Source: an optimization exercise on an open RTL-to-GDS flow (aim: small area). Production flows keep margins and buffers that such runs may drop.
In this exercise RTL edits were held to simulation tests only and were not proved equivalent to the original.
No activity file was given, so power comes from the tool's default toggle rates.

`design.v`:
```
module dsa_link (
    input  wire        clk,
    input  wire        rst,         
    input  wire        start,
    input  wire [18:0] HCMD,
    input  wire        tick,
    output wire        busy,
    output wire        done,
    output reg  [1:0]  status,
    output reg         req,
    output reg  [15:0] RXR,
    output wire        D_oe,
    output wire        D_o,
    input  wire        D_i,
    output wire        S_oe,
    output wire        S_o,
    input  wire        S_i,
    output wire        A_oe,
    output wire        A_o,
    input  wire        A_i
);
    localparam [4:0] IDLE0          = 5'd0;    
    localparam [4:0] IDLE1          = 5'd1;    
    localparam [4:0] P_READ         = 5'd2;
    localparam [4:0] R_REL0         = 5'd3;    
    localparam [4:0] R_SYNC_ACKLO   = 5'd4;
    localparam [4:0] R_SYNC_ACKHI   = 5'd5;    
    localparam [4:0] R_BIT_SAMPLE   = 5'd6;    
    localparam [4:0] R_BIT_ACKLO    = 5'd7;
    localparam [4:0] R_BIT_ACKHI    = 5'd8;    
    localparam [4:0] R_CMP_ANNOUNCE = 5'd9;    
    localparam [4:0] R_CMP_FINISH   = 5'd10;   
    localparam [4:0] R_CMP_REL      = 5'd11;
    localparam [4:0] T_PRESET       = 5'd12;
    localparam [4:0] T_REL0         = 5'd13;
    localparam [4:0] T_REQ          = 5'd14;
    localparam [4:0] T_SYNC_DHI     = 5'd15;   
    localparam [4:0] T_SOUT         = 5'd16;   
    localparam [4:0] T_BIT_SETD     = 5'd17;   
    localparam [4:0] T_BIT_SLO      = 5'd18;
    localparam [4:0] T_BIT_REL      = 5'd19;   
    localparam [4:0] T_CMP_AOUT     = 5'd20;
    localparam [4:0] T_CMP_ALO      = 5'd21;
    localparam [4:0] T_CMP_CHECK    = 5'd22;   
    localparam [4:0] T_CMP_REL      = 5'd23;   
    localparam [4:0] T_CMP_FAIL     = 5'd24;
    reg  [4:0]  act;
    reg         wt;          
    reg  [6:0]  wd;          
    reg  [16:0] sr;          
    reg  [4:0]  act_n;
    reg         wt_n;
    reg         cond;        
    reg         doe, dlv, soe, slv, aoe, alv;
    wire exp   = (wd[5:0] == 6'b100000);
    wire failc = (wd[6:1] == 6'b100000);
    wire zero  = ~|sr[15:0];
    wire idle  = (act == IDLE0) || (act == IDLE1);
    assign busy = !idle;
    assign done = (act == IDLE1);
    assign D_oe = doe;
    assign D_o  = dlv;
    assign S_oe = soe;
    assign S_o  = slv;
    assign A_oe = aoe;
    assign A_o  = alv;
    always @* begin
        cond = 1'b0;
        doe = 1'b0; dlv = 1'b1; soe = 1'b0; slv = 1'b1; aoe = 1'b0; alv = 1'b1;
        case (act)
            R_REL0:         begin cond = ~D_i; end
            R_SYNC_ACKHI:   begin cond = D_i;  aoe = 1'b1; alv = 1'b0; end
            R_BIT_SAMPLE:   begin cond = ~S_i; aoe = 1'b1; end
            R_BIT_ACKLO:    begin aoe = 1'b1; end
            R_BIT_ACKHI:    begin cond = S_i;  aoe = 1'b1; alv = 1'b0; end
            R_CMP_ANNOUNCE: begin cond = ~A_i; doe = 1'b1; soe = 1'b1; end
            R_CMP_FINISH:   begin cond = A_i;  doe = 1'b1; soe = 1'b1; slv = 1'b0; end
            R_CMP_REL:      begin doe = 1'b1; soe = 1'b1; end
            T_SYNC_DHI:     begin cond = ~A_i; doe = 1'b1; dlv = 1'b0; end
            T_SOUT:         begin cond = A_i;  doe = 1'b1; end
            T_BIT_SETD:     begin cond = A_i;  doe = 1'b1; soe = 1'b1; end
            T_BIT_SLO:      begin doe = 1'b1; dlv = sr[16]; soe = 1'b1; end
            T_BIT_REL:      begin cond = ~A_i; doe = 1'b1; dlv = sr[16]; soe = 1'b1; slv = 1'b0; end
            T_CMP_ALO:      begin aoe = 1'b1; end
            T_CMP_CHECK:    begin cond = ~S_i; aoe = 1'b1; alv = 1'b0; end
            T_CMP_REL:      begin cond = S_i;  aoe = 1'b1; end
            T_CMP_FAIL:     begin aoe = 1'b1; alv = 1'b0; end
            default: ;
        endcase
    end
    always @* begin
        act_n = act;
        wt_n  = 1'b0;
        case (act)
            IDLE0, IDLE1: begin
                if (start) begin
                    case (HCMD[18:16])
                        3'b001:         act_n = P_READ;
                        3'b010:         act_n = R_REL0;
                        3'b011:         begin act_n = R_REL0; wt_n = 1'b1; end
                        3'b100, 3'b101: act_n = T_PRESET;
                        default:        act_n = IDLE1;
                    endcase
                end
            end
            P_READ:         act_n = IDLE1;
            R_REL0:         act_n = R_SYNC_ACKLO;
            R_SYNC_ACKLO:   begin act_n = R_SYNC_ACKHI; wt_n = 1'b1; end
            R_SYNC_ACKHI:   begin act_n = R_BIT_SAMPLE; wt_n = 1'b1; end
            R_BIT_SAMPLE:   act_n = R_BIT_ACKLO;
            R_BIT_ACKLO:    begin act_n = R_BIT_ACKHI; wt_n = 1'b1; end
            R_BIT_ACKHI:    begin act_n = sr[16] ? R_CMP_ANNOUNCE : R_BIT_SAMPLE; wt_n = 1'b1; end
            R_CMP_ANNOUNCE: begin act_n = R_CMP_FINISH; wt_n = 1'b1; end
            R_CMP_FINISH:   act_n = R_CMP_REL;
            R_CMP_REL:      act_n = IDLE1;
            T_PRESET:       act_n = T_REL0;
            T_REL0:         act_n = T_REQ;
            T_REQ:          begin act_n = T_SYNC_DHI; wt_n = 1'b1; end
            T_SYNC_DHI:     begin act_n = T_SOUT; wt_n = 1'b1; end
            T_SOUT:         act_n = T_BIT_SETD;
            T_BIT_SETD:     act_n = zero ? T_CMP_AOUT : T_BIT_SLO;
            T_BIT_SLO:      begin act_n = T_BIT_REL; wt_n = 1'b1; end
            T_BIT_REL:      begin act_n = T_BIT_SETD; wt_n = 1'b1; end
            T_CMP_AOUT:     act_n = T_CMP_ALO;
            T_CMP_ALO:      begin act_n = T_CMP_CHECK; wt_n = 1'b1; end
            T_CMP_CHECK:    begin act_n = D_i ? T_CMP_REL : T_CMP_FAIL; wt_n = D_i; end
            T_CMP_REL:      act_n = IDLE1;
            T_CMP_FAIL:     act_n = IDLE1;
            default:        act_n = IDLE0;
        endcase
    end
    wire fail = (wt && failc) || (!wt && act == T_CMP_FAIL);
    wire ok   = !wt && (act == P_READ || act == R_CMP_REL || act == T_CMP_REL);
    wire ill  = idle && start && (HCMD[18:16] == 3'b000 || HCMD[18:17] == 2'b11);
    always @(posedge clk) begin
        if (rst) begin
            act    <= IDLE0;
            wt     <= 1'b0;
            status <= 2'b00;
            req    <= 1'b0;
        end else begin
            if (wt) begin
                if (failc) begin
                    act <= IDLE1;
                    wt  <= 1'b0;
                end else if (cond) begin
                    wt  <= 1'b0;
                end
            end else begin
                act <= act_n;
                wt  <= wt_n;
            end
            if (fail)
                status <= 2'b01;
            else if (ok)
                status <= 2'b00;
            else if (ill)
                status <= 2'b10;
            if (!wt && act == P_READ)
                req <= ~D_i;
        end
        if (!wt)
            wd <= 7'd0;
        else if (tick || exp)
            wd <= {wd[5:0], ~(wd[6] ^ wd[3])};
        if (idle)
            sr <= {HCMD[15], HCMD[14:8] & {7{HCMD[18]}}, HCMD[7:0] & {8{HCMD[18] & HCMD[16]}}, 1'b1};
        else if (!wt && act == R_BIT_SAMPLE)
            sr <= {sr[15:0], D_i};
        else if (!wt && act == T_BIT_REL)
            sr <= {sr[15:0], 1'b0};
        if (!wt && act == R_CMP_REL)
            RXR <= sr[15:0];
    end
endmodule
```
`flow/run.sh`:
```
#!/bin/bash
# Layout flow: the standard layout (standard.sh) with two changes:
#  - synthesis maps the logic with the area-oriented ABC script in
#    flow/area.abc instead of ORFS's speed script (everything else in
#    the synthesis, registers included, is the standard one);
#  - the port buffers use the smallest buffer cell.
# Each tool's output goes to a log file in this folder; temporary files
# stay inside this folder too.
set -euo pipefail
W=$PWD
mkdir -p "$W/tmp/xdg"
chmod 700 "$W/tmp/xdg"
export TMPDIR="$W/tmp"
export XDG_RUNTIME_DIR="$W/tmp/xdg"
ORFS_SYNTH=$FLOW_HOME/scripts/synth.tcl
grep -q 'log_cmd abc {\*}\$abc_args' "$ORFS_SYNTH"
sed 's#log_cmd abc {\*}\$abc_args#log_cmd abc -script '"$W"'/flow/area.abc {*}[lrange $abc_args 2 end]#' \
    "$ORFS_SYNTH" > "$W/flow/synth_orfs_area.tcl"
grep -q "$W/flow/area.abc" "$W/flow/synth_orfs_area.tcl"
grep -q 'SCRIPTS_DIR)/synth.tcl' synth_recipe.tcl
sed "s#\$::env(SCRIPTS_DIR)/synth.tcl#$W/flow/synth_orfs_area.tcl#" synth_recipe.tcl > "$W/flow/synth_area.tcl"
export BUFFER_PORTS_ARGS="-buffer_cell sky130_fd_sc_hd__buf_1"
bash standard.sh SYNTH_SCRIPT="$W/flow/synth_area.tcl" finish > standard.log 2>&1
```
`flow/area.abc`:
```
strash
ifraig
dch -f
amap
topo
```
`standard.sh`:
```
#!/bin/bash
# synth_recipe.tcl (not shown) runs the flow's synth.tcl, then flattens the netlist and writes it again
# the make line also repeats each setting of config.mk as NAME=value (left out here)
make -C /OpenROAD-flow-scripts/flow DESIGN_CONFIG=/design/flow/config.mk WORK_HOME=/design/flow/orfs CLKGATE_MAP_FILE= SYNTH_SCRIPT=/design/flow/synth_recipe.tcl "${@:-finish}"
```
`config.mk`:
```
export PLATFORM = sky130hd
export DESIGN_NAME = dsa_link
export DESIGN_NICKNAME = dsa_link
export VERILOG_FILES = /design/flow/design.v
export SDC_FILE = /design/flow/constraint.sdc
export NUM_CORES = 4
export LEC_CHECK = 0
export CAP_MARGIN = 20
export CORE_MARGIN = 2
export CORE_UTILIZATION = 40
export SLEW_MARGIN = 20
```
`constraint.sdc`:
```
create_clock -name core_clock -period 10.0 [get_ports {clk}]
set_input_delay 2.0000 -clock core_clock [delete_from_list [all_inputs] [get_ports {clk}]]
set_output_delay 2.0000 -clock core_clock [all_outputs]
set_load 0.01 [all_outputs]
```
==> impl_metrics.py, run 1 <==
metrics = {
    "critical_path": {
        "max_stage_delay_ns": 0.57,
        "end_kind": "output pin",
        "crit_required_ns": 8.00,
        "rr_startpoint": "act[4]",
        "path_max_fanout": 25,
        "worstPathBufferInverterCount": 4,
        "crit_chain": "nor2_1 -> clkinv_1 -> nor2_1 -> buf_4 -> clkinv_1 -> nor2_1 -> buf_1",
        "cp_top_family": "buffers and inverters",
        "arrival_ns": 2.37,
        "r2r_cells": 8,
        "rrSetupSlack_ns": 6.88,
        "crit_slowest_cell": "clkinv_1",
        "path_class": "flop to output pin",
        "crit_cells": 7,
        "cp-endpoint": "done",
        "start_kind": "flop",
        "rr_endpoint": "act[0]",
        "startpoint": "act[4]",
        "cp_common_cell": "nor2_1",
    },
    "floorplan": {
        "dieArea_um2": 6470,
        "die_h_um": 80.5,
        "fp.coreArea_um2": 5570,
        "dieWidth_um": 80.5,
        "ios": 53,
        "initial_utilization": 0.420,
        "rows": 27,
    },
    "yosys": {
        "synth_edf_count": 32,
        "synth_top_area_cell": "edfxtp_1",
        "syn_inst": 233,
        "synth_area_um2": 2340,
        "synthArstFlopShare": 0,
        "synth_common_cells": "nor2_1, edfxtp_1, clkinv_1",
        "synth_seq_cells": 49,
        "synth_cell_types": 32,
        "yosysSeqAreaShare": 0.556,
        "synth_top_area_share": 0.411,
        "synth_warnings": 1,
        "synth_flop_cell": "edfxtp_1",
        "syn_avg_cell_area_um2": 10.0,
        "synth_most_common_cell": "nor2_1",
        "synth.area.top_cells": "edfxtp_1, dfxtp_1, nor2_1, a32o_1, clkinv_1",
    },
    "timing": {
        "setup_violations": 0,
        "slew_headroom": 0.483,
        "min_period_over_period": 0.437,
        "final.setup.tns_ns": 0,
        "worst_pin_slew_ns": 0.769,
        "report.final.slew_viol_count": 0,
        "clock_skew_ns": 0.00703,
        "finalHoldViolCount": 0,
        "rsz0062_at_grt": "false",
        "period_minus_slack_ns": 4.37,
        "fmax_mhz": 229,
        "timing.hold.ws_ns": 0.483,
    },
    "route": {
        "routed_wl_um": 6150,
        "wl_per_cell_um": 16.7,
        "first_pass_iters": 4,
        "wirelength_met1_um": 2810,
        "drc": 0,
        "num_vias": 2134,
        "vias_per_cell": 5.80,
        "wl_met3_um": 345,
        "postRouteAntennaNets": 0,
        "drt_iter0_drc": 145,
        "highest_layer": "met4",
        "wl_met2_um": 2810,
    },
    "clocking": {
        "cts.htree.levels": 2,
        "cts_hold_buf": 0,
        "cts_tree": "yes",
        "clk_path_buf_depth": 2,
        "path_clk_slew_ns": 0.08,
        "cts_made_buffers": 5,
        "cts_resized": 0,
        "cts_num_sinks": 49,
        "cts_setup_buffers": 0,
        "clockRootBuffer": "clkbuf_8",
        "clk_latency_ns": 0.30,
    },
    "pwr": {
        "ir_drop_mv": 0.116,
        "total_power_mw": 0.748,
        "p_leak_nw": 0.925,
        "power_density_nw_per_um2": 272,
    },
    "placement": {
        "numPortBuffers": 52,
        "dp_hpwl_um": 4630,
        "finalWeightedCongestion": 0.922,
    },
    "final_layout": {
        "nNetsFinal": 323,
        "antenna_cells": 0,
        "syn2layout_area_growth_pct": 17.7,
        "drive_gt1_frac": 0.0304,
        "utilization": 0.494,
    },
    "status": {
        "status": "finished clean",
    },
    "grt": {
        "grt_pass1_wl_um": 9430,
        "antenna_found_initial": 0,
        "grt_pass1_vias": 1913,
        "grtUsageTotal": 0.195,
        "grt_max_degree": 26,
        "overflow": 0,
    },
    "run": {
        "max_cap_violations": 0,
    },
    "min_path": {
        "min-delay-start": "sr[14]",
        "hold_class": "flop to flop",
    },
}
per-stage QoR:
stage                     cell area [um^2]  cells  setup slack (ns)
after floorplan                       2340    233              5.77
after global placement                2650    360              5.98
after detailed placement              2650    360              5.98
after CTS                             2750    368              5.62
after global routing                  2750    368              5.44
final                                 2750    368              5.63
flip-flops by register name, indices dropped and copies added (netlist names):
register  flops
wt            1
req           1
sr           17
status        2
act           5
wd            7
RXR          16
layout make-up:
| class | instances | area, um^2 |
|---|---|---|
| Clock buffer | 6 | 72.6 |
| Multi-Input combinational cell | 163 | 958 |
| Inverter | 21 | 78.8 |
| Tap cell | 72 | 90.1 |
| Timing Repair Buffer | 55 | 218 |
| Clock inverter | 2 | 33.8 |
| Sequential cell | 49 | 1300 |
| Fill cell | 576 | 2820 |
power breakdown:
group	internal (mW)	switching, mW
sequential	0.295	0.0410
combinational	0.0922	0.182
clock	0.0739	0.0646
worst min-delay path by stage:
| stage | cells after the start | to | slack [ns] |
|---|---|---|---|
| 6_report | 0 | RXR[14] | 0.48 |
| 3_5_place_dp | 0 | RXR[14] | 0.46 |
| 4_1_cts | 0 | RXR[14] | 0.48 |
| 3_3_place_gp | 0 | RXR[11] | 0.46 |
| 5_1_grt | 0 | RXR[14] | 0.50 |
| 2_1_floorplan | 0 | RXR[11] | 0.44 |
routing by layer:
layer | track usage | vias up
met5 | 0 | -
met2 | 0.286 | 89
met3 | 0.0348 | 22
li1 | - | 1026
met4 | 0.0864 | 0
met1 | 0.280 | 997
cell families (layout without fill, tap and decap cells):
group           after synthesis  count (layout)  share of synthesized area
simple gates                 95              95                      0.188
compound gates               66              66                      0.211
buf+inv                      21              84                     0.0337
flops                        49              49                      0.556
fa+ha+maj                     2               2                     0.0107
cell usage in the layout, fill, tap and decap left out, drive strengths merged:
cell,n
nand3,4
or2,1
clkinv,22
o21bai,1
o31ai,4
buf,55
a221oi,2
nand2,12
nor3,14
a211o,1
nand4,2
bufinv,1
a22oi,1
ha,2
or4,5
clkbuf,6
a21oi,12
edfxtp,32
o21a,2
o22a,1
a31oi,4
o311ai,2
dfxtp,17
o22ai,4
nor4b,1
or3,1
o21ai,9
nor4,6
a32o,15
and3,1
nor2,44
a21o,1
a211oi,3
o221a,4
nor2b,4
==> run 2: changes to the inputs <==
--- a/design.v
+++ b/design.v
@@ -19,31 +19,31 @@
     output wire        A_o,
     input  wire        A_i
 );
-    localparam [4:0] IDLE0          = 5'd0;    
-    localparam [4:0] IDLE1          = 5'd1;    
-    localparam [4:0] P_READ         = 5'd2;
-    localparam [4:0] R_REL0         = 5'd3;    
-    localparam [4:0] R_SYNC_ACKLO   = 5'd4;
-    localparam [4:0] R_SYNC_ACKHI   = 5'd5;    
-    localparam [4:0] R_BIT_SAMPLE   = 5'd6;    
-    localparam [4:0] R_BIT_ACKLO    = 5'd7;
-    localparam [4:0] R_BIT_ACKHI    = 5'd8;    
-    localparam [4:0] R_CMP_ANNOUNCE = 5'd9;    
-    localparam [4:0] R_CMP_FINISH   = 5'd10;   
-    localparam [4:0] R_CMP_REL      = 5'd11;
-    localparam [4:0] T_PRESET       = 5'd12;
-    localparam [4:0] T_REL0         = 5'd13;
-    localparam [4:0] T_REQ          = 5'd14;
-    localparam [4:0] T_SYNC_DHI     = 5'd15;   
-    localparam [4:0] T_SOUT         = 5'd16;   
-    localparam [4:0] T_BIT_SETD     = 5'd17;   
-    localparam [4:0] T_BIT_SLO      = 5'd18;
-    localparam [4:0] T_BIT_REL      = 5'd19;   
-    localparam [4:0] T_CMP_AOUT     = 5'd20;
-    localparam [4:0] T_CMP_ALO      = 5'd21;
-    localparam [4:0] T_CMP_CHECK    = 5'd22;   
-    localparam [4:0] T_CMP_REL      = 5'd23;   
-    localparam [4:0] T_CMP_FAIL     = 5'd24;
+    localparam [4:0] IDLE0          = 5'b00000;    
+    localparam [4:0] IDLE1          = 5'b00001;    
+    localparam [4:0] P_READ         = 5'b00010;
+    localparam [4:0] R_REL0         = 5'b00011;    
+    localparam [4:0] R_SYNC_ACKLO   = 5'b00100;
+    localparam [4:0] R_SYNC_ACKHI   = 5'b01000;    
+    localparam [4:0] R_BIT_SAMPLE   = 5'b01100;    
+    localparam [4:0] R_BIT_ACKLO    = 5'b01101;
+    localparam [4:0] R_BIT_ACKHI    = 5'b01001;    
+    localparam [4:0] R_CMP_ANNOUNCE = 5'b10100;    
+    localparam [4:0] R_CMP_FINISH   = 5'b10000;   
+    localparam [4:0] R_CMP_REL      = 5'b10101;
+    localparam [4:0] T_PRESET       = 5'b11000;
+    localparam [4:0] T_REL0         = 5'b11001;
+    localparam [4:0] T_REQ          = 5'b00101;
+    localparam [4:0] T_SYNC_DHI     = 5'b10010;   
+    localparam [4:0] T_SOUT         = 5'b10011;   
+    localparam [4:0] T_BIT_SETD     = 5'b10110;   
+    localparam [4:0] T_BIT_SLO      = 5'b10111;
+    localparam [4:0] T_BIT_REL      = 5'b10001;   
+    localparam [4:0] T_CMP_AOUT     = 5'b00110;
+    localparam [4:0] T_CMP_ALO      = 5'b01110;
+    localparam [4:0] T_CMP_CHECK    = 5'b01010;   
+    localparam [4:0] T_CMP_REL      = 5'b01111;   
+    localparam [4:0] T_CMP_FAIL     = 5'b01011;
     reg  [4:0]  act;
     reg         wt;          
     reg  [6:0]  wd;          
@@ -51,40 +51,33 @@
     reg  [4:0]  act_n;
     reg         wt_n;
     reg         cond;        
-    reg         doe, dlv, soe, slv, aoe, alv;
     wire exp   = (wd[5:0] == 6'b100000);
     wire failc = (wd[6:1] == 6'b100000);
     wire zero  = ~|sr[15:0];
     wire idle  = (act == IDLE0) || (act == IDLE1);
     assign busy = !idle;
     assign done = (act == IDLE1);
-    assign D_oe = doe;
-    assign D_o  = dlv;
-    assign S_oe = soe;
-    assign S_o  = slv;
-    assign A_oe = aoe;
-    assign A_o  = alv;
+    assign D_oe = act[4] & ~act[3];
+    assign S_oe = act[4] & ~act[3] & (act[2] | ~act[1]);
+    assign A_oe = act[3] & ~act[4];
+    assign S_o  = act[2];
+    assign A_o  = act[2];
+    assign D_o  = ~(~act[2] & act[1] & ~act[0]) & ~(act[0] & (act[2] ~^ act[1]) & ~sr[16]);
     always @* begin
         cond = 1'b0;
-        doe = 1'b0; dlv = 1'b1; soe = 1'b0; slv = 1'b1; aoe = 1'b0; alv = 1'b1;
         case (act)
-            R_REL0:         begin cond = ~D_i; end
-            R_SYNC_ACKHI:   begin cond = D_i;  aoe = 1'b1; alv = 1'b0; end
-            R_BIT_SAMPLE:   begin cond = ~S_i; aoe = 1'b1; end
-            R_BIT_ACKLO:    begin aoe = 1'b1; end
-            R_BIT_ACKHI:    begin cond = S_i;  aoe = 1'b1; alv = 1'b0; end
-            R_CMP_ANNOUNCE: begin cond = ~A_i; doe = 1'b1; soe = 1'b1; end
-            R_CMP_FINISH:   begin cond = A_i;  doe = 1'b1; soe = 1'b1; slv = 1'b0; end
-            R_CMP_REL:      begin doe = 1'b1; soe = 1'b1; end
-            T_SYNC_DHI:     begin cond = ~A_i; doe = 1'b1; dlv = 1'b0; end
-            T_SOUT:         begin cond = A_i;  doe = 1'b1; end
-            T_BIT_SETD:     begin cond = A_i;  doe = 1'b1; soe = 1'b1; end
-            T_BIT_SLO:      begin doe = 1'b1; dlv = sr[16]; soe = 1'b1; end
-            T_BIT_REL:      begin cond = ~A_i; doe = 1'b1; dlv = sr[16]; soe = 1'b1; slv = 1'b0; end
-            T_CMP_ALO:      begin aoe = 1'b1; end
-            T_CMP_CHECK:    begin cond = ~S_i; aoe = 1'b1; alv = 1'b0; end
-            T_CMP_REL:      begin cond = S_i;  aoe = 1'b1; end
-            T_CMP_FAIL:     begin aoe = 1'b1; alv = 1'b0; end
+            R_REL0: cond = ~D_i;
+            R_SYNC_ACKHI: cond = D_i;
+            R_BIT_SAMPLE: cond = ~S_i;
+            R_BIT_ACKHI: cond = S_i;
+            R_CMP_ANNOUNCE: cond = ~A_i;
+            R_CMP_FINISH: cond = A_i;
+            T_SYNC_DHI: cond = ~A_i;
+            T_SOUT: cond = A_i;
+            T_BIT_SETD: cond = A_i;
+            T_BIT_REL: cond = ~A_i;
+            T_CMP_CHECK: cond = ~S_i;
+            T_CMP_REL: cond = S_i;
             default: ;
         endcase
     end
--- a/flow/run.sh
+++ b/flow/run.sh
@@ -1,6 +1,6 @@
 #!/bin/bash
 # Layout flow: the standard layout (standard.sh) with two changes:
-#  - synthesis maps the logic with the area-oriented ABC script in
+#  - synthesis maps the logic with the area-oriented ABC script (deep synthesis, then area mapping) in
 #    flow/area.abc instead of ORFS's speed script (everything else in
 #    the synthesis, registers included, is the standard one);
 #  - the port buffers use the smallest buffer cell.
==> flow/area.abc (replaced) <==
strash
&get -n
&deepsyn -T 60
&put
dch -f
amap
topo
==> run 2 against run 1 <==
Still clean on timing, DRC and antenna. Non-clock buffer count down 1. Wire length down 10%. Core utilization down 1.5 points. Worst hold slack about the same. Clock skew up 0.0039 ns.
==> impl_metrics.py, run 2 <==
metrics = {
    "status": {
        "status": "finished clean",
    },
    "critical_path": {
        "path_class": "flop to output pin",
        "end_kind": "output pin",
        "path_max_fanout": 14,
        "start_kind": "flop",
        "rr_startpoint": "act[3]",
        "rr_endpoint": "act[4]",
        "r2r_cells": 12,
        "crit_required_ns": 8.00,
        "arrival_ns": 2.52,
        "rrSetupSlack_ns": 7.03,
    },
    "yosys": {
        "synth.area.top_cells": "edfxtp_1, dfxtp_1, nor2_1, clkinv_1, o21ai_0",
        "syn_inst": 212,
        "synth_area_um2": 2210,
        "syn_avg_cell_area_um2": 10.4,
        "synth_top_area_share": 0.434,
        "synthArstFlopShare": 0,
        "synth_warnings": 1,
        "synth_seq_cells": 49,
        "synth_common_cells": "nor2_1, edfxtp_1, clkinv_1",
        "synth_most_common_cell": "nor2_1",
        "synth_top_area_cell": "edfxtp_1",
        "synth_cell_types": 37,
        "yosysSeqAreaShare": 0.588,
        "synth_flop_cell": "edfxtp_1",
        "synth_edf_count": 32,
    },
    "floorplan": {
        "rows": 27,
        "ios": 53,
        "initial_utilization": 0.407,
        "dieArea_um2": 6150,
        "die_h_um": 78.4,
        "dieWidth_um": 78.4,
        "fp.coreArea_um2": 5440,
    },
    "pwr": {
        "power_density_nw_per_um2": 330,
        "ir_drop_mv": 0.134,
        "p_leak_nw": 0.861,
    },
    "placement": {
        "post-place-cells": 337,
        "numPortBuffers": 52,
        "finalWeightedCongestion": 0.925,
        "dp_hpwl_um": 4190,
    },
    "timing": {
        "setup_violations": 0,
        "worst_pin_slew_ns": 0.860,
        "clock_skew_ns": 0.0109,
        "min_period_over_period": 0.452,
        "rsz0062_at_grt": "false",
        "slew_headroom": 0.425,
        "report.final.slew_viol_count": 0,
        "fmax_mhz": 221,
        "finalHoldViolCount": 0,
        "final.setup.tns_ns": 0,
        "period_minus_slack_ns": 4.52,
    },
    "route": {
        "routed_wl_um": 5530,
        "num_vias": 1882,
        "vias_per_cell": 5.46,
        "drc": 0,
        "wl_per_cell_um": 16.0,
        "drt_iter0_drc": 208,
        "postRouteAntennaNets": 0,
        "first_pass_iters": 4,
    },
    "clocking": {
        "cts_tree": "yes",
        "cts_num_sinks": 49,
        "cts_setup_buffers": 0,
        "clk_path_buf_depth": 2,
        "cts_hold_buf": 0,
        "cts_resized": 0,
        "cts.htree.levels": 2,
        "clk_latency_ns": 0.31,
        "path_clk_slew_ns": 0.10,
        "cts_made_buffers": 5,
        "clockRootBuffer": "clkbuf_8",
    },
    "final_layout": {
        "largest_reg_flops": 17,
        "drive_gt1_frac": 0.0366,
        "layout_commonest_cell": "buf_1",
        "syn2layout_area_growth_pct": 17.5,
        "top_register": "sr",
        "final_cell_mix": "buf_1, nor2_1, edfxtp_1, clkinv_1",
        "final_cells": 345,
        "antenna_cells": 0,
        "reg_top3": "sr x17, RXR x16, wd x7",
        "nNetsFinal": 301,
    },
    "grt": {
        "grt_pass1_wl_um": 9050,
        "grt_pass1_vias": 1849,
        "grtUsageTotal": 0.192,
        "antenna_found_initial": 0,
        "grt_max_degree": 18,
        "overflow": 0,
    },
    "min_path": {
        "hold_class": "flop to flop",
        "min-delay-start": "sr[0]",
        "hold_depth": 0,
        "min_to": "RXR[0]",
    },
    "run": {
        "max_cap_violations": 0,
    },
}
## run 2: changes by cell type after synthesis, sizes merged, moves of 3 or more
cell    previous run  this run
nor2              44        33
a21oi             12         4
a32o              15         7
clkinv            21        29
o21ai              9        17
a22o               0         7
nor3              14         8
nor2b              4         0
o221a              4         0
o32ai              0         4
or4                5         1
a211oi             3         0
a31oi              4         1
nor4               6         3
## run 2: cell type report
type / count / area, um^2
timing repair buffer: 54 / 210
tap: 72 / 90.1
clock inverter: 3 / 26.3
clock buffer: 5 / 68.8
multi-input combinational: 133 / 797
sequential: 49 / 1300
inverter: 29 / 109
fill: 539 / 2840
## run 2: logic make-up after synthesis
| logic type | synth area share |
|---|---|
| buf+inv | 0.0525 |
| compound gates | 0.214 |
| fa+ha+maj | 0.0170 |
| simple gates | 0.129 |
| flops | 0.588 |
## run 2: worst max-delay path by stage
stage | from | endpoint | depth (start not counted) | slack, ns
floorplan | act[2] | done | 5 | 6.17
global placement | act[2] | busy | 6 | 5.97
detailed placement | act[2] | busy | 6 | 5.82
CTS | act[2] | busy | 6 | 5.47
global route | act[2] | busy | 6 | 5.27
finish | act[2] | busy | 6 | 5.48
## run 2: report_power, final
| group | internal [mW] | leakage, nW | switching (mW) | total (mW) |
|---|---|---|---|---|
| sequential | 0.314 | 0.453 | 0.0529 | 0.367 |
| clock | 0.0509 | 0.0423 | 0.0709 | 0.122 |
| combinational | 0.125 | 0.366 | 0.244 | 0.369 |
| total | 0.490 | 0.861 | 0.368 | 0.858 |
## run 2: critical path, cell delays in order, from the launching register on
cell      delay [ns]
dfxtp_1         0.40
clkinv_1        0.14
nand2_1         0.13
nor2_1          0.69
clkinv_1        0.41
buf_4           0.30
buf_1           0.14
## run 2: per-stage QoR
step | worst slack, ns | hold WS, ns | instance area [um^2] | utilization | total power, mW
after CTS | 5.47 | 0.477 | 2600 | 0.478 | 0.862
after global routing | 5.27 | 0.500 | 2600 | 0.478 | 0.927
after detailed placement | 5.82 | 0.457 | 2510 | 0.461 | 0.741
after floorplan | 6.17 | 0.438 | 2210 | - | 0.613
final | 5.48 | 0.483 | 2600 | 0.478 | 0.858
after global placement | 5.97 | 0.451 | 2510 | 0.461 | 0.747
## run 2: per-layer routing
metal,vias to the layer above,GRT usage,part of all wire
li1,929,-,-
met1,875,0.269,0.44
met2,69,0.303,0.49
met3,9,0.0368,0.057
met4,0,0.0561,0.014
met5,-,0,0
==> run 3: changes to the inputs <==
--- a/design.v
+++ b/design.v
@@ -24,9 +24,9 @@
     localparam [4:0] P_READ         = 5'b00010;
     localparam [4:0] R_REL0         = 5'b00011;    
     localparam [4:0] R_SYNC_ACKLO   = 5'b00100;
-    localparam [4:0] R_SYNC_ACKHI   = 5'b01000;    
+    localparam [4:0] R_SYNC_ACKHI   = 5'b01011;    
     localparam [4:0] R_BIT_SAMPLE   = 5'b01100;    
-    localparam [4:0] R_BIT_ACKLO    = 5'b01101;
+    localparam [4:0] R_BIT_ACKLO    = 5'b01110;
     localparam [4:0] R_BIT_ACKHI    = 5'b01001;    
     localparam [4:0] R_CMP_ANNOUNCE = 5'b10100;    
     localparam [4:0] R_CMP_FINISH   = 5'b10000;   
@@ -40,10 +40,10 @@
     localparam [4:0] T_BIT_SLO      = 5'b10111;
     localparam [4:0] T_BIT_REL      = 5'b10001;   
     localparam [4:0] T_CMP_AOUT     = 5'b00110;
-    localparam [4:0] T_CMP_ALO      = 5'b01110;
-    localparam [4:0] T_CMP_CHECK    = 5'b01010;   
+    localparam [4:0] T_CMP_ALO      = 5'b01101;
+    localparam [4:0] T_CMP_CHECK    = 5'b01000;   
     localparam [4:0] T_CMP_REL      = 5'b01111;   
-    localparam [4:0] T_CMP_FAIL     = 5'b01011;
+    localparam [4:0] T_CMP_FAIL     = 5'b01010;
     reg  [4:0]  act;
     reg         wt;          
     reg  [6:0]  wd;          
@@ -64,22 +64,12 @@
     assign A_o  = act[2];
     assign D_o  = ~(~act[2] & act[1] & ~act[0]) & ~(act[0] & (act[2] ~^ act[1]) & ~sr[16]);
     always @* begin
-        cond = 1'b0;
-        case (act)
-            R_REL0: cond = ~D_i;
-            R_SYNC_ACKHI: cond = D_i;
-            R_BIT_SAMPLE: cond = ~S_i;
-            R_BIT_ACKHI: cond = S_i;
-            R_CMP_ANNOUNCE: cond = ~A_i;
-            R_CMP_FINISH: cond = A_i;
-            T_SYNC_DHI: cond = ~A_i;
-            T_SOUT: cond = A_i;
-            T_BIT_SETD: cond = A_i;
-            T_BIT_REL: cond = ~A_i;
-            T_CMP_CHECK: cond = ~S_i;
-            T_CMP_REL: cond = S_i;
-            default: ;
-        endcase
+        if (act[4])
+            cond = A_i ^ act[2] ^ act[1] ^ act[0];
+        else if (act[3])
+            cond = ((act[1] & ~act[2]) ? D_i : S_i) ~^ act[0];
+        else
+            cond = ~D_i;
     end
     always @* begin
         act_n = act;
==> flow/run.sh (replaced) <==
#!/bin/bash
# Layout flow: the standard layout (standard.sh) with these changes:
#  - synthesis maps the logic with the area-oriented ABC script in
#    flow/area.abc (deep synthesis, then area mapping) instead of ORFS's
#    speed script, and leaves adder extraction off (ADDER_MAP_FILE
#    empty) so that ABC sees all of the logic; everything else in the
#    synthesis, registers included, is the standard one;
#  - the port buffers use the smallest buffer cell.
# Each tool's output goes to a log file in this folder; temporary files
# stay inside this folder too.
set -euo pipefail
W=$PWD
mkdir -p "$W/tmp/xdg"
chmod 700 "$W/tmp/xdg"
export TMPDIR="$W/tmp"
export XDG_RUNTIME_DIR="$W/tmp/xdg"
ORFS_SYNTH=$FLOW_HOME/scripts/synth.tcl
grep -q 'log_cmd abc {\*}\$abc_args' "$ORFS_SYNTH"
sed 's#log_cmd abc {\*}\$abc_args#log_cmd abc -script '"$W"'/flow/area.abc {*}[lrange $abc_args 2 end]#' \
    "$ORFS_SYNTH" > "$W/flow/synth_orfs_area.tcl"
grep -q "$W/flow/area.abc" "$W/flow/synth_orfs_area.tcl"
grep -q 'SCRIPTS_DIR)/synth.tcl' synth_recipe.tcl
sed "s#\$::env(SCRIPTS_DIR)/synth.tcl#$W/flow/synth_orfs_area.tcl#" synth_recipe.tcl > "$W/flow/synth_area.tcl"
export BUFFER_PORTS_ARGS="-buffer_cell sky130_fd_sc_hd__buf_1"
bash standard.sh SYNTH_SCRIPT="$W/flow/synth_area.tcl" ADDER_MAP_FILE= finish > standard.log 2>&1
==> run 3 against run 2 <==
First-iteration DRC count decreased by 6.3%. Still clean. Largest cell class unchanged. Count of clock-buffer cells in the layout unchanged. Via count decreased by 4.3%.
==> impl_metrics.py, run 3 <==
metrics = {
    "timing": {
        "finalHoldViolCount": 0,
        "period_minus_slack_ns": 3.74,
        "final.setup.tns_ns": 0,
        "fmax_mhz": 267,
        "slew_headroom": 0.535,
        "worst_pin_slew_ns": 0.696,
        "rsz0062_at_grt": "false",
        "min_period_over_period": 0.374,
        "setup_violations": 0,
        "clock_skew_ns": 0.00592,
        "report.final.slew_viol_count": 0,
    },
    "yosys": {
        "synth_area_um2": 2140,
        "synth_warnings": 1,
        "yosysSeqAreaShare": 0.609,
        "synth_edf_count": 32,
        "synthArstFlopShare": 0,
        "synth.area.top_cells": "edfxtp_1, dfxtp_1, nor2_1, a32o_1, clkinv_1",
        "synth_flop_cell": "edfxtp_1",
        "synth_most_common_cell": "edfxtp_1",
        "syn_inst": 200,
        "synth_common_cells": "edfxtp_1, nor2_1, clkinv_1",
        "synth_cell_types": 32,
        "synth_seq_cells": 49,
        "synth_top_area_share": 0.450,
        "synth_top_area_cell": "edfxtp_1",
        "syn_avg_cell_area_um2": 10.7,
    },
    "final_layout": {
        "largest_reg_flops": 17,
        "design_area_um2": 2520,
        "final_cell_mix": "buf_1, edfxtp_1, nor2_1, clkinv_1, dfxtp_1",
        "drive_gt1_frac": 0.0345,
        "nNetsFinal": 286,
        "nFillCells": 539,
        "reg_top3": "sr x17, RXR x16, wd x7",
        "top_register": "sr",
        "syn2layout_area_growth_pct": 17.8,
        "layout_commonest_cell": "buf_1",
        "antenna_cells": 0,
        "final_cells": 331,
    },
    "critical_path": {
        "start_kind": "flop",
        "path_class": "flop to output pin",
        "arrival_ns": 1.74,
        "rrSetupSlack_ns": 7.48,
        "end_kind": "output pin",
        "rr_startpoint": "act[4]",
        "rr_endpoint": "sr[2]",
        "crit_required_ns": 8.00,
        "path_max_fanout": 22,
        "r2r_cells": 9,
    },
    "placement": {
        "place_area_um2": 2430,
        "dp_hpwl_um": 3720,
        "numPortBuffers": 52,
        "post-place-cells": 323,
        "finalWeightedCongestion": 0.842,
    },
    "route": {
        "postRouteAntennaNets": 0,
        "wl_met2_um": 2450,
        "wl_per_cell_um": 15.4,
        "wirelength_met1_um": 2280,
        "wl_met3_um": 294,
        "drc": 0,
        "first_pass_iters": 4,
        "drt_iter0_drc": 195,
        "num_vias": 1801,
        "vias_per_cell": 5.44,
        "routed_wl_um": 5080,
        "highest_layer": "met4",
    },
    "grt": {
        "grt_pass1_wl_um": 8470,
        "grt_pass1_vias": 1730,
        "antenna_found_initial": 0,
        "grtUsageTotal": 0.181,
        "overflow": 0,
        "grt_max_degree": 23,
    },
    "clocking": {
        "cts_made_buffers": 5,
        "cts_num_sinks": 49,
        "cts_tree": "yes",
        "clk_path_buf_depth": 2,
        "clk_latency_ns": 0.30,
        "path_clk_slew_ns": 0.09,
        "clockRootBuffer": "clkbuf_8",
        "cts_setup_buffers": 0,
        "cts.htree.levels": 2,
        "cts_hold_buf": 0,
        "cts_resized": 0,
    },
    "floorplan": {
        "dieWidth_um": 77.1,
        "dieArea_um2": 5940,
        "rows": 26,
        "initial_utilization": 0.416,
        "die_h_um": 77.1,
        "ios": 53,
        "fp.coreArea_um2": 5140,
    },
    "pwr": {
        "power_switching_mw": 0.307,
        "power_density_nw_per_um2": 307,
        "comb_power_share": 0.380,
        "ir_drop_mv": 0.115,
        "p_leak_nw": 0.820,
        "seq_power_share": 0.473,
        "p_int_mw": 0.465,
        "power.share.clock": 0.146,
        "switching_share": 0.397,
    },
    "min_path": {
        "hold_class": "flop to flop",
        "min_to": "wd[1]",
        "min-delay-start": "wd[0]",
        "hold_depth": 2,
    },
    "status": {
        "status": "finished clean",
    },
    "run": {
        "max_cap_violations": 0,
    },
}
==> run 3: cell types whose count changed after synthesis, moves of 3 or more <==
cell | before | now
nand2_1 | 11 | 15
o21ai_0 | 17 | 11
nor2_1 | 33 | 29
or4_1 | 1 | 4
o211ai_1 | 0 | 3
o32ai_1 | 4 | 0
ha_1 | 3 | 0
a21oi_1 | 4 | 7
a211oi_1 | 0 | 5
a31oi_1 | 1 | 4
clkinv_1 | 29 | 23
==> run 3: cell type report <==
type	instances	area (um^2)	share of cell area
Clock inverter	3	16.3	0.00646
Tap cell	70	87.6	0.0348
Multi-Input combinational cell	127	746	0.296
Timing Repair Buffer	54	210	0.0835
Inverter	23	86.3	0.0343
Sequential cell	49	1300	0.517
Clock buffer	5	68.8	0.0273
==> run 3: stage by stage <==
stage | util | worst slack [ns] | hold WS [ns] | power (mW)
2_1_floorplan | - | 6.66 | 0.433 | 0.561
3_3_place_gp | 0.473 | 6.63 | 0.454 | 0.666
3_5_place_dp | 0.473 | 6.60 | 0.459 | 0.662
4_1_cts | 0.490 | 6.28 | 0.475 | 0.776
5_1_grt | 0.490 | 6.10 | 0.484 | 0.832
6_report | 0.490 | 6.26 | 0.470 | 0.771
==> run 3: routing by layer <==
| metal | vias to the layer above | global-route usage |
|---|---|---|
| li1 | 885 | - |
| met1 | 844 | 0.239 |
| met2 | 66 | 0.297 |
| met3 | 6 | 0.0412 |
| met4 | 0 | 0.0536 |
| met5 | - | 0 |
==> run 3: how the worst max path moves through the flow <==
stage	start	endpoint	slack, ns	cells past startpoint
5_1_grt	act[4]	done	6.10	7
3_3_place_gp	act[1]	done	6.63	7
6_report	act[4]	busy	6.26	6
2_1_floorplan	act[1]	done	6.66	5
3_5_place_dp	act[4]	done	6.60	7
4_1_cts	act[4]	done	6.28	7
==> run 3: power groups by stage <==
stage	logic, mW	clock network, mW	registers [mW]
after floorplan	0.204	0	0.358
after global placement	0.298	0	0.368
after detailed placement	0.292	0	0.369
after CTS	0.293	0.118	0.364
after global routing	0.332	0.125	0.374
final	0.293	0.113	0.365
==> run 3: logic make-up after synthesis <==
| group | Yosys count | synth area share |
|---|---|---|
| buffers and inverters | 24 | 0.0439 |
| and+or+nand+nor | 64 | 0.134 |
| AOI/OAI and AO/OA | 63 | 0.213 |
| DFF | 49 | 0.609 |
==> run 3: worst max-delay path, cell delays in order, from the launching register on <==
cell and delay (ns):
dfxtp_1 0.46, clkinv_1 0.18, nand2_1 0.17, nor2_1 0.11, nand2_1 0.09, buf_4 0.25, buf_1 0.18
==> run 4: changes to the inputs <==
--- a/flow/run.sh
+++ b/flow/run.sh
@@ -5,7 +5,8 @@
 #    speed script, and leaves adder extraction off (ADDER_MAP_FILE
 #    empty) so that ABC sees all of the logic; everything else in the
 #    synthesis, registers included, is the standard one;
-#  - the port buffers use the smallest buffer cell.
+#  - the port buffers use the smallest buffer cell;
+#  - CTS adds no dummy loads to balance the clock tree.
 # Each tool's output goes to a log file in this folder; temporary files
 # stay inside this folder too.
 set -euo pipefail
@@ -22,4 +23,5 @@
 grep -q 'SCRIPTS_DIR)/synth.tcl' synth_recipe.tcl
 sed "s#\$::env(SCRIPTS_DIR)/synth.tcl#$W/flow/synth_orfs_area.tcl#" synth_recipe.tcl > "$W/flow/synth_area.tcl"
 export BUFFER_PORTS_ARGS="-buffer_cell sky130_fd_sc_hd__buf_1"
+export CTS_ARGS="-sink_clustering_enable -repair_clock_nets -dont_use_dummy_load"
 bash standard.sh SYNTH_SCRIPT="$W/flow/synth_area.tcl" ADDER_MAP_FILE= finish > standard.log 2>&1
--- a/config.mk
+++ b/config.mk
@@ -8,4 +8,5 @@
 export CAP_MARGIN = 20
 export CORE_MARGIN = 2
 export CORE_UTILIZATION = 40
+export GPL_TIMING_DRIVEN = 0
 export SLEW_MARGIN = 20
==> run 4 against run 3 <==
Still clean on timing, DRC and antenna. Worst hold slack improved by 0.0020 ns. Wire length down 2.8%. Die area is the same. Worst setup slack got worse by 0.41 ns. Combinational power hardly changed. Design area is 0.65% lower. Via count shrank 0.78%. Sequential power barely moved. Sequential share of layout area rose by 0.34 points. Flip-flop and latch count did not move. Count of clock-buffer cells in the layout unchanged. Largest power group unchanged.
==> impl_metrics.py, run 4 <==
metrics = {
    "pwr": {
        "seq_power_share": 0.481,
        "power_switching_mw": 0.298,
        "power.share.clock": 0.136,
        "power_density_nw_per_um2": 303,
        "ir_drop_mv": 0.131,
        "comb_power_share": 0.383,
        "p_int_mw": 0.459,
        "p_leak_nw": 0.813,
        "switching_share": 0.394,
        "total_power_mw": 0.757,
    },
    "yosys": {
        "synth.area.top_cells": "edfxtp_1, dfxtp_1, nor2_1, a32o_1, clkinv_1",
        "synth_most_common_cell": "edfxtp_1",
        "synth_flop_cell": "edfxtp_1",
        "synth_top_area_share": 0.450,
        "yosysSeqAreaShare": 0.609,
        "synth_cell_types": 32,
        "synth_edf_count": 32,
        "synth_top_area_cell": "edfxtp_1",
        "syn_inst": 200,
        "syn_avg_cell_area_um2": 10.7,
        "synth_seq_cells": 49,
        "synthArstFlopShare": 0,
        "synth_area_um2": 2140,
        "synth_warnings": 1,
        "synth_common_cells": "edfxtp_1, nor2_1, clkinv_1",
    },
    "min_path": {
        "min-delay-start": "sr[8]",
        "hold_class": "flop to flop",
    },
    "clocking": {
        "cts_num_sinks": 49,
        "clk_path_buf_depth": 2,
        "cts_hold_buf": 0,
        "cts_resized": 0,
        "cts_tree": "yes",
        "path_clk_slew_ns": 0.10,
        "clk_latency_ns": 0.31,
        "cts_made_buffers": 5,
        "clockRootBuffer": "clkbuf_8",
        "cts.htree.levels": 2,
        "cts_setup_buffers": 0,
    },
    "grt": {
        "grtUsageTotal": 0.176,
        "grt_pass1_wl_um": 8310,
        "grt_max_degree": 23,
        "grt_pass1_vias": 1730,
        "overflow": 0,
        "antenna_found_initial": 0,
    },
    "placement": {
        "numPortBuffers": 52,
        "dp_hpwl_um": 3570,
        "finalWeightedCongestion": 0.946,
        "place_area_um2": 2430,
    },
    "floorplan": {
        "die_h_um": 77.1,
        "initial_utilization": 0.416,
        "fp.coreArea_um2": 5140,
        "dieWidth_um": 77.1,
        "dieArea_um2": 5940,
        "rows": 26,
        "ios": 53,
    },
    "timing": {
        "final.setup.tns_ns": 0,
        "finalHoldViolCount": 0,
        "fmax_mhz": 241,
        "slew_headroom": 0.459,
        "period_minus_slack_ns": 4.15,
        "worst_pin_slew_ns": 0.810,
        "report.final.slew_viol_count": 0,
        "setup_violations": 0,
        "clock_skew_ns": 0.0285,
        "min_period_over_period": 0.415,
        "rsz0062_at_grt": "false",
    },
    "critical_path": {
        "rr_startpoint": "act[4]",
        "max_stage_delay_ns": 0.54,
        "cp_top_family": "simple AND/OR/NAND/NOR gates",
        "end_kind": "output pin",
        "path_class": "flop to output pin",
        "crit_slowest_cell": "nand2_1",
        "worstPathBufferInverterCount": 2,
        "path_max_fanout": 22,
        "start_kind": "flop",
        "crit_chain": "clkinv_1 -> nand2_1 -> nor2_1 -> nand2_1 -> nor2_1 -> buf_1",
        "crit_required_ns": 8.00,
        "arrival_ns": 2.15,
        "rrSetupSlack_ns": 6.95,
        "startpoint": "act[4]",
    },
    "route": {
        "routed_wl_um": 4940,
        "highest_layer": "met4",
        "vias_per_cell": 5.45,
        "wl_met2_um": 2280,
        "postRouteAntennaNets": 0,
        "drc": 0,
        "wl_met3_um": 363,
        "drt_iter0_drc": 227,
        "num_vias": 1787,
        "first_pass_iters": 4,
        "wl_per_cell_um": 15.1,
        "wirelength_met1_um": 2220,
    },
    "final_layout": {
        "top_register": "sr",
        "design_area_um2": 2500,
        "nNetsFinal": 286,
        "syn2layout_area_growth_pct": 17.0,
        "utilization": 0.486,
        "regArea_um2": 1300,
        "antenna_cells": 0,
        "largest_reg_flops": 17,
        "reg_top3": "sr x17, RXR x16, wd x7",
        "drive_gt1_frac": 0.0310,
        "final_cell_mix": "buf_1, edfxtp_1, nor2_1, clkinv_1, dfxtp_1",
        "multi_input_area_um2": 746,
        "nFillCells": 532,
        "layout_commonest_cell": "buf_1",
    },
    "status": {
        "status": "finished clean",
    },
    "run": {
        "max_cap_violations": 0,
    },
}
==> run 4: cell counts after synthesis <==
Identical to the previous run, type by type.
==> run 4: cell families (layout without fill, tap and decap cells) <==
group | count (synthesis) | in the layout | share of synthesized area
simple gates | 64 | 64 | 0.134
compound gates | 63 | 63 | 0.213
flops | 49 | 49 | 0.609
buf+inv | 24 | 82 | 0.0439
==> run 4: power groups by stage <==
| stage | registers [mW] | logic (mW) | clock network [mW] |
|---|---|---|---|
| 2_1_floorplan | 0.358 | 0.204 | 0 |
| 3_3_place_gp | 0.368 | 0.287 | 0 |
| 3_5_place_dp | 0.369 | 0.288 | 0 |
| 4_1_cts | 0.364 | 0.289 | 0.107 |
| 5_1_grt | 0.373 | 0.326 | 0.116 |
| 6_report | 0.364 | 0.290 | 0.103 |
==> run 4: final cells by class <==
class                           count  area share
Tap cell                           70      0.0350
Sequential cell                    49       0.521
Multi-Input combinational cell    127       0.298
Buffer                              1     0.00300
Inverter                           23      0.0345
Timing Repair Buffer               53      0.0811
Clock buffer                        5      0.0275
==> run 4: final timing paths <==
path                 end  depth (start not counted)
setup / recovery    done                          6
hold / removal    RXR[8]                          0
setup reg to reg   sr[1]                          8
hold reg to reg   RXR[8]                          0
==> run 4: layer usage <==
| layer | GRT usage | up-vias |
|---|---|---|
| li1 | - | 884 |
| met1 | 0.238 | 817 |
| met2 | 0.272 | 77 |
| met3 | 0.0459 | 9 |
| met4 | 0.0643 | 0 |
| met5 | 0 | - |
==> run 4: stage by stage <==
step | setup slack [ns] | instances | hold WS (ns)
2_1_floorplan | 6.66 | 200 | 0.433
3_3_place_gp | 6.15 | 322 | 0.459
4_1_cts | 5.87 | 328 | 0.473
3_5_place_dp | 6.20 | 323 | 0.460
5_1_grt | 5.65 | 328 | 0.491
6_report | 5.85 | 328 | 0.472
==> run 5: changes to the inputs <==
--- a/flow/run.sh
+++ b/flow/run.sh
@@ -6,7 +6,8 @@
 #    empty) so that ABC sees all of the logic; everything else in the
 #    synthesis, registers included, is the standard one;
 #  - the port buffers use the smallest buffer cell;
-#  - CTS adds no dummy loads to balance the clock tree.
+#  - CTS adds no dummy loads to balance the clock tree;
+#  - the buffers synthesis leaves are removed at floorplan (REMOVE_ABC_BUFFERS).
 # Each tool's output goes to a log file in this folder; temporary files
 # stay inside this folder too.
 set -euo pipefail
@@ -24,4 +25,4 @@
 sed "s#\$::env(SCRIPTS_DIR)/synth.tcl#$W/flow/synth_orfs_area.tcl#" synth_recipe.tcl > "$W/flow/synth_area.tcl"
 export BUFFER_PORTS_ARGS="-buffer_cell sky130_fd_sc_hd__buf_1"
 export CTS_ARGS="-sink_clustering_enable -repair_clock_nets -dont_use_dummy_load"
-bash standard.sh SYNTH_SCRIPT="$W/flow/synth_area.tcl" ADDER_MAP_FILE= finish > standard.log 2>&1
+bash standard.sh SYNTH_SCRIPT="$W/flow/synth_area.tcl" ADDER_MAP_FILE= REMOVE_ABC_BUFFERS=1 finish > standard.log 2>&1
--- a/config.mk
+++ b/config.mk
@@ -5,8 +5,8 @@
 export SDC_FILE = /design/flow/constraint.sdc
 export NUM_CORES = 4
 export LEC_CHECK = 0
-export CAP_MARGIN = 20
+export CAP_MARGIN = 0
 export CORE_MARGIN = 2
 export CORE_UTILIZATION = 40
 export GPL_TIMING_DRIVEN = 0
-export SLEW_MARGIN = 20
+export SLEW_MARGIN = 0
==> run 5 against run 4 <==
Sequential power hardly changed. Clock power hardly changed. Register-to-register slack better by 0.10 ns. Worst setup slack better by 0.041 ns. Count of clock-buffer cells in the layout stayed put. Power is 0.17% higher. Area after synthesis stayed put. Critical path depth stayed put. Core utilization is 0.073 points lower. Wire length is 1.1% higher. Critical path type unchanged. Largest cell class unchanged.
==> impl_metrics.py, run 5 <==
metrics = {
    "status": {
        "status": "finished clean",
    },
    "route": {
        "num_vias": 1796,
        "drc": 0,
        "drt_iter0_drc": 199,
        "postRouteAntennaNets": 0,
        "wl_per_cell_um": 15.3,
        "vias_per_cell": 5.49,
        "first_pass_iters": 4,
        "routed_wl_um": 5000,
    },
    "final_layout": {
        "reg_top3": "sr x17, RXR x16, wd x7",
        "syn2layout_area_growth_pct": 16.9,
        "final_cells": 327,
        "regArea_um2": 1300,
        "multi_input_area_um2": 746,
        "nNetsFinal": 285,
        "nFillCells": 513,
        "layout_commonest_cell": "buf_1",
        "antenna_cells": 0,
        "final_cell_mix": "buf_1, edfxtp_1, nor2_1, clkinv_1, dfxtp_1",
        "top_register": "sr",
        "drive_gt1_frac": 0.0272,
        "largest_reg_flops": 17,
    },
    "clocking": {
        "cts.htree.levels": 2,
        "cts_made_buffers": 5,
        "path_clk_slew_ns": 0.10,
        "clockRootBuffer": "clkbuf_8",
        "cts_tree": "yes",
        "cts_hold_buf": 0,
        "cts_num_sinks": 49,
        "clk_path_buf_depth": 2,
        "clk_latency_ns": 0.31,
        "cts_setup_buffers": 0,
        "cts_resized": 0,
    },
    "yosys": {
        "synth.area.mux_share": 0,
        "synth_flop_cell": "edfxtp_1",
        "syn_avg_cell_area_um2": 10.7,
        "yosys.area_share.simple": 0.134,
        "synth_top_area_cell": "edfxtp_1",
        "synth_common_cells": "edfxtp_1, nor2_1, clkinv_1",
        "synth_most_common_cell": "edfxtp_1",
        "synth_warnings": 1,
        "syn_inst": 200,
        "yosysSeqAreaShare": 0.609,
        "synth_seq_cells": 49,
        "synth_top_family_by_area": "compound AO/OA/AOI/OAI gates",
        "synth_compound_area_frac": 0.213,
        "synth.area.top_cells": "edfxtp_1, dfxtp_1, nor2_1, a32o_1, clkinv_1",
        "synth_area_um2": 2140,
        "synthArstFlopShare": 0,
        "synth_edf_count": 32,
        "synthAdderAreaFrac": 0,
        "synth_cell_types": 32,
        "synth_top_area_share": 0.450,
        "synth-xor-area-share": 0,
    },
    "floorplan": {
        "initial_utilization": 0.416,
        "ios": 53,
        "rows": 26,
        "dieWidth_um": 77.1,
        "dieArea_um2": 5940,
        "fp.coreArea_um2": 5140,
        "die_h_um": 77.1,
    },
    "placement": {
        "finalWeightedCongestion": 0.933,
        "pre_cts_slack_ns": 6.24,
        "numPortBuffers": 52,
        "dp_hpwl_um": 3590,
        "post-place-cells": 322,
    },
    "run": {
        "max_cap_violations": 0,
    },
    "pwr": {
        "power_switching_mw": 0.301,
        "p_leak_nw": 0.809,
        "p_int_mw": 0.458,
        "seq_power_share": 0.483,
        "ir_drop_mv": 0.117,
        "switching_share": 0.396,
        "power.share.clock": 0.138,
        "power_density_nw_per_um2": 304,
        "comb_power_share": 0.380,
    },
    "min_path": {
        "hold_class": "flop to flop",
    },
    "critical_path": {
        "arrival_ns": 2.11,
        "crit_required_ns": 8.00,
        "path_class": "flop to output pin",
        "path_max_fanout": 22,
        "end_kind": "output pin",
        "start_kind": "flop",
    },
    "timing": {
        "final.setup.tns_ns": 0,
        "period_minus_slack_ns": 4.11,
        "report.final.slew_viol_count": 0,
        "clock_skew_ns": 0.0235,
        "rsz0062_at_grt": "false",
        "min_period_over_period": 0.411,
        "layout_setup_ws_ns": 5.89,
        "finalHoldViolCount": 0,
        "setup_violations": 0,
        "worst_pin_slew_ns": 0.771,
        "slew_headroom": 0.485,
        "fmax_mhz": 243,
    },
    "grt": {
        "grtUsageTotal": 0.171,
        "antenna_found_initial": 0,
        "overflow": 0,
        "grt_pass1_vias": 1706,
        "grt_max_degree": 23,
        "grt_pass1_wl_um": 8050,
    },
}
[run 5: cell count changes in the layout (fill, tap and decap cells not counted)]
cell   delta
buf_6     +1
buf_4     -2
[run 5: final cells by class]
class,count,area share
sequential,49,0.521
multi-input combinational,127,0.299
timing repair buffer,53,0.0827
tap,70,0.0351
inverter,23,0.0346
clock buffer,5,0.0276
[run 5: power by group through the flow]
stage	logic, mW	registers [mW]	clock network [mW]
after floorplan	0.202	0.358	0
after global placement	0.284	0.368	0
after detailed placement	0.286	0.369	0
after CTS	0.288	0.365	0.106
after global routing	0.321	0.373	0.113
final	0.288	0.366	0.105
[run 5: cell families (layout without fill, tap and decap cells)]
group	after synthesis	count (layout)
AOI/OAI and AO/OA	63	63
buffers and inverters	24	81
DFF	49	49
and+or+nand+nor	64	64
[run 5: path summary, 6_finish.rpt]
kind | from | end | slack, ns | depth (start not counted)
max | act[4] | done | 5.89 | 6
max reg2reg | act[1] | sr[1] | 7.05 | 8
min | wd[0] | wd[1] | 0.46 | 2
min reg2reg | wd[0] | wd[1] | 0.46 | 2
[run 5: per-stage QoR]
step	hold WS (ns)	power [mW]	area [um^2]	utilization
2_1_floorplan	0.433	0.560	2130	-
3_3_place_gp	0.454	0.652	2410	0.469
3_5_place_dp	0.456	0.655	2430	0.472
4_1_cts	0.468	0.759	2500	0.486
5_1_grt	0.487	0.807	2500	0.486
6_report	0.462	0.758	2500	0.486
[run 5: critical path, cell delays in order (launching register included)]
cell,delay (ns)
dfxtp_1,0.41
clkinv_1,0.11
nand2_1,0.11
nor2_1,0.26
nand2_1,0.52
nor2_1,0.22
buf_1,0.18
[run 5: layer usage]
metal,vias to the layer above,track usage,wire (um)
li1,883,-,-
met1,828,0.221,2240
met2,75,0.280,2350
met3,10,0.0424,331
met4,0,0.0589,80
met5,-,0,0

[what the ideal ports hide]
No port has a modelled driver above. Below, the same layouts with a new extraction and two added sets of constraints. Step 1, drivers: a clkbuf_16 drives clk and a buf_2 each remaining input, both assumed. Step 2, shift: input delay + t, output delay - t, t = (earliest + latest rising clock arrival at the registers) / 2. This alone moves slack from input paths to output paths. a / b / c = ideal / step 1 / step 2; a / b = the first two.
run	t, ns	setup WS [ns]	hold WS [ns]	pins driven straight from the clock port
run 1	0.328	5.628 / 5.600 / 5.928	0.483 / 0.483 / 0.483	1
run 2	0.329	5.478 / 5.451 / 5.779	0.483 / 0.483 / 0.483	1
run 3	0.320	6.259 / 6.231 / 6.551	0.470 / 0.470 / 0.470	1
run 4	0.320	5.849 / 5.823 / 6.142	0.472 / 0.472 / 0.472	1
run 5	0.324	5.890 / 5.863 / 6.186	0.461 / 0.461 / 0.461	1
After both steps setup and hold are still met in every run listed.
